From an optimization exercise on the open Yosys and OpenROAD flow, aimed at small area, a short achievable clock period and few clock cycles per item; shortcuts taken in it are not production practice.
Function was checked by simulation only, so behaviour that the tests miss may differ from the original.

==> flow/design.v, too long to show whole: its modules and the start of the top module <==
// module decconv_dec: 1824 lines
module decconv_dec (
  input  wire         clk,
  input  wire         rst_n,
  input  wire         start,
  input  wire         w128,
  input  wire [5:0]   prec,
  input  wire [5:0]   scale,
  input  wire [5:0]   tlen,
  input  wire [383:0] tbuf,
  output wire         busy,
  output reg          done,
  output reg  [3:0]   err,
  output reg  [5:0]   pos,
  output reg  [5:0]   ord,
  output reg  [5:0]   lim,
  output reg  [127:0] r
);
  // ...
==> flow/run.sh <==
#!/bin/bash
# synth_recipe.tcl (not shown) runs the flow's synth.tcl, then flattens the netlist and writes it again
# the make line also repeats each setting of config.mk as NAME=value (left out here)
make -C /OpenROAD-flow-scripts/flow DESIGN_CONFIG=/design/flow/config.mk WORK_HOME=/design/flow/orfs CLKGATE_MAP_FILE= SYNTH_SCRIPT=/design/flow/synth_recipe.tcl finish
==> flow/config.mk <==
export PLATFORM = sky130hd
export DESIGN_NAME = decconv_dec
export DESIGN_NICKNAME = decconv_dec
export VERILOG_FILES = /design/flow/design.v
export SDC_FILE = /design/flow/constraint.sdc
export NUM_CORES = 4
export LEC_CHECK = 0
export ABC_CLOCK_PERIOD_IN_PS = 5000
export CAP_MARGIN = 20
export CORE_MARGIN = 2
export CORE_UTILIZATION = 40
export SETUP_SLACK_MARGIN = 4.5
export SLEW_MARGIN = 20
==> flow/constraint.sdc <==
create_clock -name core_clock -period 10.0 [get_ports {clk}]
set_input_delay 2.0000 -clock core_clock [delete_from_list [all_inputs] [get_ports {clk}]]
set_output_delay 2.0000 -clock core_clock [all_outputs]
set_load 0.01 [all_outputs]
==> impl_metrics.tcl, run 1 <==
set metrics [dict create \
    grt_max_degree 250 \
    top_register "cbuf" \
    fp.coreArea_mm2 0.113 \
    whs_ns 0.444 \
    taps 1500 \
    ys_seq_elements 454 \
    met2_usage 0.524 \
    status "timing/DRC/antenna clean" \
    multi_input_cells 4077 \
    path_clk_slew_ns 0.06 \
    wl_met2_mm 87.4 \
    synthXorXnorAreaFrac 0.0351 \
    finalWirelength_mm 194 \
    hold_class "reg2reg" \
    reg.largest.list "cbuf: 192 flops, r: 128 flops, selb: 20 flops" \
    hold_viol_final 0 \
    rsz0062_at_grt "true" \
    setup_ws_ns 4.40 \
    die_x_um 342 \
    use_met1 0.418 \
    crit_start "tbuf[96]" \
]
Testbench counts, summed over its fixed seeds: cycles 5,748, items 1,200.
==> inputs of run 2 (changes only) <==
--- a/flow/design.v
+++ b/flow/design.v
@@ -31,16 +31,18 @@
   reg [5:0]   s_r;
   reg [5:0]   bud;         
   reg         neg;
   reg [3:0]   pad1;        
   reg [3:0]   cpat;        
   reg [19:0]  sela;        
   reg [19:0]  selb;        
   reg         dot2;        
+  reg         anyf;        
+  reg [7:0]   ub;          
   reg [4:0]   hb;          
   reg [5:0]   qr;          
   reg [3:0]   kmod;        
   reg         k10, k11, k12;   
   reg         la, lb;      
   reg [13:0]  chk;         
   reg [5:0]   sp;          
   reg [5:0]   icnt;        
@@ -98,16 +100,23 @@
     in_h0 = 1'b0; in_h1 = 1'b0; in_la = 1'b0; in_lb = 1'b0;
     for (u = 0; u <= 8; u = u + 1) begin
       if (in_fo[u] && u <= in_c) in_h0 = 1'b1;
       if (in_fo[u] && u > in_c && u <= in_c + 4) in_h1 = 1'b1;
       if (in_fo[u] && scale + u <= 4) in_la = 1'b1;
       if (in_fo[u] && scale + u <= 8) in_lb = 1'b1;
     end
   end
+  reg in_anyf;
+  integer a;
+  always @* begin
+    in_anyf = 1'b0;
+    for (a = 0; a < LMAX; a = a + 1)
+      if (in_code[4*a +: 4] == 4'hF) in_anyf = 1'b1;
+  end
   wire in_dot2 = |(in_x[47:0] & in_pre[47:0] & ~in_lt[47:0]);
   wire [1:0] in_cs2  = -scale[1:0];
   wire [3:0] in_cpat = {1'b1, in_cs2 <= 2'd2, in_cs2 <= 2'd1, in_cs2 == 2'd0};    
   function automatic [13:0] value4(input [15:0] d);
     value4 = d[15:12] * 10'd1000 + d[11:8] * 7'd100 + d[7:4] * 4'd10 + d[3:0];
   endfunction
   function automatic [15:0] nines(input [15:0] d, input n);
     integer l;
@@ -135,30 +144,32 @@
   endfunction
   wire [1:0] cs    = -s_r[1:0];
   wire [3:0] hi    = dotpos[5:2] + {3'd0, (dotpos[1:0] > cs)};    
   wire [4:0] hbc   = first ? {1'b0, hi} - 5'd1 : hb;
   wire [5:0] q1    = {2'b00, hi} + {2'b00, s_r[5:2]} + {5'd0, |s_r[1:0]} - 6'd2;
   wire [5:0] qc    = first ? q1 : qr;                   
   wire       lastr = first ? la : qr[5];                 
   wire       lastb = first ? lb : (qr[5] || qr == 6'd0);  
-  wire [13:0] r0m = value4(nines(lanes5({cbuf[19:0], 12'd0}, sela), neg)) + {13'd0, neg & lastr}
+  wire [15:0] da  = lanes5({cbuf[19:0], 12'd0}, sela);
+  wire [13:0] r0m = value4(nines(da, neg)) + {13'd0, neg & lastr}
                     + (neg ? 14'd6384 : 14'd0);
   reg         r0z;
   integer z;
   always @* begin
     r0z = 1'b1;
     for (z = 0; z < 5; z = z + 1)
       if (cbuf[4*z +: 4] != 4'd0 && cbuf[4*z +: 4] != 4'hA) r0z = 1'b0;
   end
   wire        r0s = neg & ~(lastr & r0z);
   wire [14:0] r0  = {r0s, r0m};
   wire [31:0] kmsk = {{4{k10}}, {16{k11}}, {12{k12}}};
   wire [31:0] sb   = cbuf[35:4] & ~kmsk;
-  wire [13:0] cb   = value4(nines(lanes5(sb, selb), neg)) + {13'd0, neg & lastb} + 14'd256;
+  wire [15:0] db   = lanes5(sb, selb);
+  wire [13:0] cb   = value4(nines(db, neg)) + {13'd0, neg & lastb} + 14'd256;
   wire [127:0] nr = ~r;
   wire cs1 = r[0] ^ r[2];
   wire cs2 = r[0] & r[2];
   wire cs3 = r[1] ^ r[3];
   wire cs4 = r[1] & r[3];
   wire cs5 = r[2] ^ r[4];
   wire cs6 = r[2] & r[4];
   wire cs7 = r[3] ^ r[5];
@@ -1700,29 +1711,39 @@
   function automatic [47:0] therm48(input [6:0] v);
     integer q;
     begin
       for (q = 0; q < 48; q = q + 1)
         therm48[q] = (v[6:4] > q / 16) || ((v[6:4] == q / 16) && (v[3:0] > q % 16));
     end
   endfunction
   wire [6:0]  thr4 = {1'b0, dotpos} + {1'b0, s_r} + 7'd1;      
-  wire [6:0]  thr3 = {1'b0, dotpos} - {1'b0, bud};             
-  wire [47:0] lt3  = thr3[6] ? 48'd0 : therm48(thr3);
+  wire [7:0]  u0   = {2'b00, hi, cs} - {2'b00, bud};
+  wire [7:0]  uc   = first ? u0 - 8'd4 : ub;                    
+  function automatic f3(input [15:0] d, input [7:0] u);
+    integer l;
+    begin
+      f3 = 1'b0;
+      for (l = 0; l < 4; l = l + 1)
+        if (d[15-4*l -: 4] != 4'd0 && !u[7] && u > l) f3 = 1'b1;
+    end
+  endfunction
+  wire        f3a  = f3(da, u0);
+  wire        f3b  = f3(db, uc);
   wire [47:0] lt4  = therm48(thr4);
   reg  [47:0] f_bad;
   reg  [3:0]  fc;
   integer j;
   always @* begin
     for (j = 0; j < LMAX; j = j + 1) begin
       fc = cbuf[4*j +: 4];
-      f_bad[j] = (fc == 4'hF) || ((fc != 4'd0) && (fc <= 4'd9) && (lt3[j] || !lt4[j]));
+      f_bad[j] = (fc != 4'd0) && (fc <= 4'd9) && !lt4[j];
     end
   end
-  wire ex_now = |f_bad || dot2;
+  wire ex_now = |f_bad || dot2 || anyf || f3a;
   wire ex     = first ? ex_now : exr;
   wire       s_at  = (sp[5:2] == kmod);
   wire [3:0] s_c   = cbuf[4*sp[1:0] +: 4];
   wire [6:0] s_fq  = {1'b0, sp} - {1'b0, dotpos};
   wire       s_int = s_fq[6];
   wire       s_dot = (s_fq == 7'd0);
   wire       s_inv = (s_c > 4'd9) && !s_dot;
   wire       s_sig = (s_c != 4'd0) || (icnt != 6'd0);
@@ -1772,16 +1793,17 @@
       neg    <= in_neg;
       pad1   <= in_pad1;
       cpat   <= in_cpat;
       sela   <= sel5(in_pad1, in_h0 ? in_cpat : 4'd0);
       la     <= in_la;
       lb     <= in_lb;
       selb   <= sel5(in_pad1, in_h0 ? 4'hF : in_h1 ? in_cpat : 4'd0);
       dot2   <= in_dot2;
+      anyf   <= in_anyf;
       kmod   <= 4'd0;
       k10    <= 1'b0;
       k11    <= 1'b0;
       k12    <= 1'b0;
       sp     <= 6'd0;
       icnt   <= 6'd0;
     end else begin
       cbuf   <= {cbuf[15:0], cbuf[191:16]};
@@ -1794,18 +1816,20 @@
       if (s_at) begin
         sp <= sp + 6'd1;
         if (s_int && !s_inv && s_sig)
           icnt <= s_ic;
       end
     end
     qr  <= qc - 6'd1;
     chk <= cb;
-    if (first)
-      exr <= ex_now;
+    if (busy_r) begin
+      exr <= ex | f3b;
+      ub  <= uc - 8'd4;
+    end
   end
   always @(posedge clk) begin
     if (first || flt)
       r <= flt ? 128'd0 : {{113{r0[14]}}, r0};
     else if (busy_r)
       r <= horner;
   end
   always @(posedge clk) begin
==> flow/config.mk (replaced) <==
export PLATFORM = sky130hd
export DESIGN_NAME = decconv_dec
export DESIGN_NICKNAME = decconv_dec
export VERILOG_FILES = /design/flow/design.v
export SDC_FILE = /design/flow/constraint.sdc
export NUM_CORES = 4
export LEC_CHECK = 0
export ABC_CLOCK_PERIOD_IN_PS = 5000
export CAP_MARGIN = 20
export CORE_MARGIN = 2
export CORE_UTILIZATION = 45
export SETUP_SLACK_MARGIN = 5.0
export SLEW_MARGIN = 20
==> impl_metrics.tcl, run 2 <==
set metrics [dict create \
    synth_top_area_frac 0.127 \
    grt_pass1_wl_mm 266 \
    hold_class "reg2reg" \
    endpoint_kind "register" \
    cp.required_ns 10.43 \
    rr_startpoint "sela[3]$_DFFE_PP_" \
    status "timing/DRC/antenna clean" \
    rr_endpoint "r[13]$_DFFE_PP_" \
    tightest_slew_ns 1.11 \
    skew_ns 0.0333 \
    ant_nets 0 \
    rows 115 \
    relSlewSlack 0.261 \
    crit_arrival_ns 5.67 \
    setup_ws_ns 4.77 \
    initial_core_util 0.455 \
    met3_usage 0.0610 \
    syn_area_mm2 0.0448 \
    clkSinkCount 463 \
    yosysMostFrequentCell "inv_1" \
    async_flop_share 0 \
    final_cell_mix "683 x inv_1, 542 x o21ai_0, 539 x clkdlybuf4s50_1, 476 x nand2_1, 390 x ha_1" \
    post-place-ws_ns 2.81 \
    path_clk_slew_ns 0.07 \
    r2r_slack_ns 4.77 \
    period_share 0.523 \
    path_class "reg2reg" \
    ys_seq_area_frac 0.250 \
    top_register "cbuf" \
    drive_gt1_frac 0.140 \
    hold_viol_final 0 \
    drt_iter0_drc 3986 \
    whs_ns 0.441 \
    grt_max_degree 237 \
    ys_top_cells_by_count "708 x inv_1, 585 x o21ai_0, 487 x nand2_1" \
    fin_crit_ns 5.23 \
    place_area_mm2 0.0519 \
    vias 43547 \
    insertion_delay_ns 0.69 \
    yosys_warnings 1 \
    numCtsBuffers 57 \
    grt_pass1_vias 42647 \
    path_cells "a22o_1 > inv_2 > ha_4 > mux2_4 > inv_4 > buf_4 > buf_4 > fa_1 > fa_1 > ha_4 > nand2b_1 > a21oi_2 > nor2_2 > xor2_1 > ha_1 > ha_4 > ha_4 > or3_4 > o21ai_4 > a2111oi_2 > o21ba_2 > a21oi_1" \
    syn-instance-count 5265 \
    worstHoldPathCells 2 \
    start_kind "register" \
    hold_path_end "cbuf[166]$_DFF_P_" \
    reg2reg_depth 22 \
    ys_seq_elements 463 \
    setup_viol 0 \
    die_area_mm2 0.102 \
    use_met1 0.446 \
    antenna_found_initial 12 \
    min_from "cbuf[182]$_DFF_P_" \
    max_freq_ghz 0.191 \
    met2_usage 0.564 \
    wl_per_cell_um 24.6 \
    top_usage_layer "met2" \
    cts_root_buffer "clkbuf_16" \
    fp.coreArea_mm2 0.0984 \
    routed_via_density 5.93 \
    dp_hpwl_mm 142 \
    areaGrowthSynthToFinish_pct 30.4 \
    track_usage 0.345 \
    synth_fp_nets 6391 \
    report.final.slew_viol_count 0 \
    synth_area_leaders "edfxtp_1 13%, fa_1 13%, ha_1 12%" \
    synth_ff_type "dfxtp_1" \
    cts_htree_levels 2 \
    postSynthAreaPerCell_um2 8.50 \
    final_area_mm2 0.0584 \
    final_common_cell "inv_1" \
    cts_tree "yes" \
    dr.pass1.iters 9 \
    layout.nets 7129 \
    io_pins 558 \
    path_max_fanout 5 \
    largest_reg_flops 192 \
    cpMostUsedCell "ha_4" \
    drc 0 \
    maxCapViolCount 0 \
    finalWirelength_mm 181 \
    globalRouteOverflowTotal 0 \
    cp_slowest_cell "fa_1" \
    clk_path_buf_depth 3 \
    postCtsHoldBufs 0 \
    reg.largest.list "cbuf: 192 flops, r: 128 flops, selb: 20 flops" \
    fin_tns_setup_ns 0 \
    cp_slowest_stage_delay_ns 0.56 \
    ys_types 99 \
    die_x_um 319 \
    synth_edf_count 190 \
    synth.largest_area_cell "edfxtp_1" \
    die_h_um 319 \
    portBuffers 557 \
    gp_congestion 1.01 \
    rsz0062_at_grt "true" \
]
==> run 2: changes by cell type after synthesis, sizes merged, moves of 18 or more <==
cell    delta
or3       -21
nand4     -73
o211ai    -36
xor2      +40
nand3b    -21
nand3     +35
o21ai    +105
nand2     -18
a211oi    -39
nor2      -54
==> run 2: critical path: cells and delay by family (launching register included) <==
| family | cells | cell delay [ns] |
|---|---|---|
| buffers and inverters | 4 | 0.35 |
| AO/OA/AOI/OAI | 6 | 0.79 |
| multiplexers | 1 | 0.19 |
| adder cells (fa/ha/maj) | 7 | 2.47 |
| flip-flops | 1 | 0.50 |
| AND/OR/NAND/NOR | 3 | 0.52 |
| XOR/XNOR | 1 | 0.15 |
==> run 2: worst max-delay path by stage <==
| stage | start | depth (start not counted) | endpoint |
|---|---|---|---|
| after floorplan | tlen[4] | 14 | selb[7]$_DFF_P_ |
| after global placement | tlen[2] | 13 | selb[14]$_DFF_P_ |
| after detailed placement | tlen[2] | 12 | selb[8]$_DFF_P_ |
| after CTS | sela[3]$_DFFE_PP_ | 22 | r[12]$_DFFE_PP_ |
| after global routing | sela[11]$_DFFE_PP_ | 25 | r[12]$_DFFE_PP_ |
| final | sela[3]$_DFFE_PP_ | 22 | r[13]$_DFFE_PP_ |
==> run 2: layout make-up <==
cell class | count | area, um2
Multi-Input combinational cell | 3919 | 32800
Clock buffer | 80 | 1650
Timing Repair Buffer | 846 | 8160
Clock inverter | 27 | 256
Inverter | 716 | 2700
Antenna cell | 5 | 12.5
Tap cell | 1287 | 1610
Sequential cell | 463 | 11200
Fill cell | 8940 | 40000
==> run 2: timing repair <==
action                                  CTS  global route
resized for setup                       287           263
endpoints found under the setup margin  167           146
setup buffers                           157            80
cloned                                   12             4
pin swaps                                91            90
==> run 2: cell families (layout without fill, tap and decap cells) <==
family	Yosys count	count (layout)	share of synthesized area
adders and majority gates	720	720	0.249
and+or+nand+nor	1496	1499	0.170
DFF	463	463	0.250
buffers and inverters	890	1669	0.0759
other	0	5	0
muxes	83	87	0.0205
AOI/OAI and AO/OA	1397	1397	0.193
xor gates and xnor gates	216	216	0.0423
==> run 2: per-layer routing <==
metal | share of wire | wire length, um | vias to the layer above
met5 | 0.00035 | 64 | -
met4 | 0.050 | 9050 | 12
met3 | 0.072 | 13100 | 412
met2 | 0.46 | 83300 | 1900
met1 | 0.42 | 75100 | 21169
li1 | - | - | 20054
==> run 2: stage by stage <==
| stage | utilization | std cells |
|---|---|---|
| after detailed placement | 0.527 | 6978 |
| after global routing | 0.593 | 7340 |
| after global placement | 0.527 | 6978 |
| after floorplan | - | 5265 |
| final | 0.593 | 7343 |
| after CTS | 0.574 | 7254 |
Testbench counts of run 2, summed over its fixed seeds: cycles 5,748, items 1,200.

-- port drivers added, routing unchanged --
No port has a modelled driver above. Below, the same layouts with a new extraction and two added sets of constraints. Step 1 sets driving cells, clkbuf_16 on the clock port and buf_2 on the other inputs (assumed; they add their load-dependent delay and slew). Step 2, shift: input delay + t, output delay - t, t = (earliest + latest rising clock arrival at the registers) / 2. This alone moves slack from input paths to output paths. Three values: ideal ports, drivers, drivers and shift; two values: the first two.
| run | t, ns | setup WS [ns] | hold slack, ns |
|---|---|---|---|
| run 1 | 0.756 | 4.402 / 4.468 / 3.712 | 0.444 / 0.444 / 0.444 |
| run 2 | 0.758 | 4.765 / 4.765 / 4.133 | 0.441 / 0.441 / 0.441 |
After both steps every run listed still meets setup and hold. The setup slack of run 1, which loses most, moves by +0.066 ns with the drivers and by -0.690 ns with both steps.
